From an optimization exercise on the open Yosys and OpenROAD flow, aimed at small area, a short achievable clock period and few clock cycles per item; shortcuts taken in it are not production practice.
In this exercise RTL edits were held to simulation tests only and were not proved equivalent to the original.

Design lfcore, start of the top module:
module lfcore (
    input  wire         clk,
    input  wire         rst,
    input  wire         cmd_valid,
    input  wire [31:0]  cmd,
    output wire         cmd_ready,
    output reg          rsp_valid,
    output wire [31:0]  result,
    output reg          cmd_err,
    output wire [127:0] frame_out,
    output reg          frame_valid,
    output wire [127:0] dc_out,
    output reg          dc_write,
    output wire         sleep_req,
    output wire [31:0]  now_ms
);
    localparam K_TICK = 0, K_REFRESH = 1, K_MEDGE = 2, K_BEDGE = 3, K_POLL = 4,
               K_RESET = 5, K_STATUS = 6, K_GSTART = 7, K_GSTOP = 8,
               K_GISRUN = 9, K_GSTEP = 10, K_ZON = 11, K_ZOFF = 12,
               K_ZRUN = 13, K_MTICK = 14, K_BCONS = 15, K_SCHED = 16;
    localparam [1:0] M_STOPPED  = 2'd0;
    localparam [1:0] M_RUNNING  = 2'd1;
    localparam [1:0] M_STOPPING = 2'd2;
    localparam [1:0] S_IDLE    = 2'd0;
    localparam [1:0] S_FADEIN  = 2'd1;
    localparam [1:0] S_STEADY  = 2'd2;
    localparam [1:0] S_FADEOUT = 2'd3;
    reg [31:0] now;
    reg        inMotion;
    localparam [8:0]  T9   = 9'd272;       
    localparam [9:0]  T10  = 10'd576;      
    localparam [13:0] T14  = 14'd14338;    
  ...
clock: 12.0 ns
lec_check: 0
cap_margin: 20
core_margin: 2
core_utilization: 40
slew_margin: 20
standard.sh (not shown) runs the stock make flow with config.mk's settings and CLKGATE_MAP_FILE= SYNTH_SCRIPT=/design/flow/synth_recipe.tcl, a recipe that flattens the netlist after the stock synthesis.
==> flow/flow/run.sh <==
#!/bin/bash
# The standard layout (standard.sh) with three changes to how the
# layout is made:
#  - sky130_fd_sc_hd__buf_2 as the port buffer cell (every input and
#    output port still gets its own buffer);
#  - constant outputs keep the synthesis's shared tie cells (no per-port
#    tie copies); repair_design buffers those nets as needed;
#  - clock tree synthesis without dummy loads.
# The make output goes to standard.log in this folder.
export BUFFER_PORTS_ARGS="-buffer_cell sky130_fd_sc_hd__buf_2"
export SKIP_REPAIR_TIE_FANOUT=1
export CTS_ARGS="-sink_clustering_enable -repair_clock_nets -dont_use_dummy_load"
bash standard.sh > standard.log 2>&1
The starting point finished with timing, DRC and antenna clean.
Testbench counts at the start, summed over its fixed seeds: cycles 472,464, ops 472,456.
Rerun with:
--- a/flow/design.v
+++ b/flow/design.v
@@ -133,23 +133,23 @@
         for (gk = 0; gk < 6; gk = gk + 1) begin : g_hi
             assign c_hi[gk] = (c_op[7:4] == gk);
         end
         for (gk = 0; gk < 8; gk = gk + 1) begin : g_lo
             assign c_lo[gk] = (c_op[3:0] == gk);
         end
     endgenerate
     wire [15:0] zd0 = zd[15:0];
     wire [3:0]  zact;
     genvar gz;
     generate for (gz = 0; gz < 4; gz = gz + 1) begin : g_act
-        assign zact[gz] = (zc[6*gz +: 6] != {6{zt[gz]}});
+        assign zact[gz] = (zf[6*gz +: 6] != 6'd0);
     end endgenerate
     wire z0slow = (zd0[15:6] == 10'd0);
     wire [3:0] zser = {zact[3:1], zact[0] & z0slow};
     wire c_slow = ((c_op == 8'h01) && (zser != 4'd0)) ||
                   (c_op == 8'h20) || (c_op == 8'h21) || (c_op == 8'h22) ||
                   (c_op == 8'h06);
     wire       go = s_v && !s_wait;
     reg [3:0]  zoh;            
     reg        zfirst;         
     reg        zrot;           
     wire [16:0] e_rn;
@@ -228,25 +228,25 @@
                           g0_stopr ? (pq0 ? M_STOPPED : M_STOPPING) : g0m;
     wire [1:0] g0m_n    = (step0 && g0_end && !start0) ? M_STOPPED : g0m_a;
     wire       g1r_a  = start1 || (!stop1 && g1r);
     wire       g2r_a  = start2 || (!stop2 && g2r);
     wire       g1_clr = start1 || stop1;
     wire       g2_clr = start2 || stop2;
     wire       g1_on  = g1r_a && (g1_clr || go1);
     wire       g2_on  = g2r_a && !g2_clr && go2;
     wire sleep_ok = (sched_n == S_IDLE) && !im2 && !depressed &&
                     (do_btn || (pc == 2'd0)) && (g0m_a != M_STOPPING);
     wire zs_T    = a_on;                  
-    wire z0set_s = (a_on || a_off) && !((lvl0 == {6{zs_T}}) && (zt[0] == zs_T));
+    wire z0set_s = a_on || a_off;
     wire zop_T    = s_oh[K_ZON];
-    wire zop_do   = w_zop && (v_zon | v_zoff) && !((lvl0 == {6{zop_T}}) && (zt[0] == zop_T));
+    wire zop_do   = w_zop && (v_zon | v_zoff);
     wire zrun_do  = w_zop && v_zrun;
     wire        up_c    = (pr >= 9'd437);            
     wire [8:0]  pr_up   = up_c ? pr - 9'd437 : pr + 9'd63;
     wire        dn_c    = (pr < 9'd63);              
     wire [8:0]  pr_dn   = dn_c ? pr + 9'd437 : pr - 9'd63;
     wire [5:0]  pq_inc  = pq + 6'd1;
     wire [5:0]  pq_dec  = pq - 6'd1;
     always @(posedge clk) begin
         if (rst) begin
             rdy         <= 1'b1;
             s_v         <= 1'b0;
@@ -368,61 +368,77 @@
                 if (btn_short) full <= ~full;
                 if (btn_long)  lockout <= ~lockout;
             end
             if (v_tick) begin
                 if (!ft0) ft <= {ft[7:0], ^(ft & T9)};
             end else if (do_sched) begin
                 sched <= sched_n;
                 if (a_on || a_off) ft <= 9'd1;
             end
         end
     end
-    wire z0_tick = v_tick && zact[0] && !z0slow;
+    wire z0_tick = v_tick && !z0slow;
     wire z0_step = w_step || z0_tick;
+    wire e_settle = e_more && (zt[0] ? (zc[5:0] == 6'd62) : (zc[5:0] == 6'd1));
     generate for (gz = 0; gz < 4; gz = gz + 1) begin : g_zone
         localparam integer gn = (gz + 1) % 4;
         always @(posedge clk) begin
             if (rs) begin
                 zc[6*gz +: 6] <= 6'd0;
                 zt[gz]        <= 1'b0;
+                zf[6*gz +: 6] <= 6'd0;
             end else if (w_rot) begin
                 zc[6*gz +: 6] <= zc[6*gn +: 6];
                 zt[gz]        <= zt[gn];
+                zf[6*gz +: 6] <= zf[6*gn +: 6];
             end else if (gz == 0) begin
                 if (zop_do) begin
                     zt[0] <= zop_T;
-                    if (s_imm == 16'd0)
+                    if (s_imm == 16'd0) begin
                         zc[5:0] <= {6{zop_T}};
+                        zf[5:0] <= 6'd0;
+                    end else begin
+                        zf[5:0] <= zop_T ? ~lvl0 : lvl0;
+                    end
                 end else if (z0set_s) begin
-                    zt[0] <= zs_T;
+                    zt[0]   <= zs_T;
+                    zf[5:0] <= zs_T ? ~lvl0 : lvl0;
                 end else if (z0_step) begin
                     zc[5:0] <= e_cn;
+                    if (e_settle)
+                        zf[5:0] <= 6'd0;
                 end
             end
         end
-        always @(posedge clk) begin
-            if (w_rot) begin
-                zf[6*gz +: 6]   <= zf[6*gn +: 6];
-                zd[16*gz +: 16] <= zd[16*gn +: 16];
-                zq[17*gz +: 17] <= zq[17*gn +: 17];
-            end else if (gz == 0) begin
-                if (zop_do) begin
-                    zf[5:0]   <= zop_T ? ~lvl0 : lvl0;
-                    zd[15:0]  <= s_imm;
-                    zq[16:0]  <= {1'b0, s_imm};
+        if (gz == 0) begin : g_s0
+            always @(posedge clk) begin
+                if (rs) begin
+                    zq[16:0] <= 17'd1;
+                end else if (w_rot) begin
+                    zd[15:0] <= zd[31:16];
+                    zq[16:0] <= zq[33:17];
+                end else if (zop_do) begin
+                    zd[15:0] <= s_imm;
+                    zq[16:0] <= {1'b0, s_imm};
                 end else if (z0set_s) begin
-                    zf[5:0]   <= zs_T ? ~lvl0 : lvl0;
-                    zd[15:0]  <= 16'd500;
-                    zq[16:0]  <= 17'd500;
+                    zd[15:0] <= 16'd500;
+                    zq[16:0] <= 17'd500;
                 end else if (z0_step) begin
-                    zq[16:0]  <= e_rn;
+                    zq[16:0] <= e_rn;
+                end
+            end
+        end else begin : g_sk
+            always @(posedge clk) begin
+                if (w_rot) begin
+                    zd[16*gz +: 16] <= zd[16*gn +: 16];
+                    zq[17*gz +: 17] <= zq[17*gn +: 17];
                 end
             end
         end
     end endgenerate
     always @(posedge clk) begin
         if (rs)
             fz <= 6'd0;
         else if (do_run || (zrun_do && (s_idx == 2'd0)))
             fz <= lvl0;
     end
     always @(posedge clk) begin
Outcome: Core utilization is about the same. Cell area fell by 1.7%. Final cell count grows by 0.89%. Global-route usage hardly moves. Setup slack improves by 0.42 ns. First-iteration DRC count goes down by about 8%.
Testbench counts after the change, summed over its fixed seeds: cycles 472,464, ops 472,456.

==> static timing again, ports no longer ideal <==
The flow's constraints put no driver on any port. The routed layouts listed below were extracted and timed again, unchanged, in two steps.
Step 1, drivers: a clkbuf_16 drives clk and a buf_2 each remaining input, both assumed.
Step 2 also shifts input and output timing later by t, the mid clock arrival at the registers, as if the neighbouring blocks saw the same clock.
Slacks: ideal / step 1 / step 2; pairs: ideal / step 1.
run	t, ns	setup WS [ns]	worst setup path at the end	worst register clock-pin slew, ns	cell pins on the clock port's net
the first run	0.603	7.752 / 7.752 / 7.752	register to register	0.06 / 0.06	1
the second run	0.609	8.173 / 8.173 / 8.173	register to register	0.06 / 0.06	1
After both steps setup and hold are still met in every run listed.
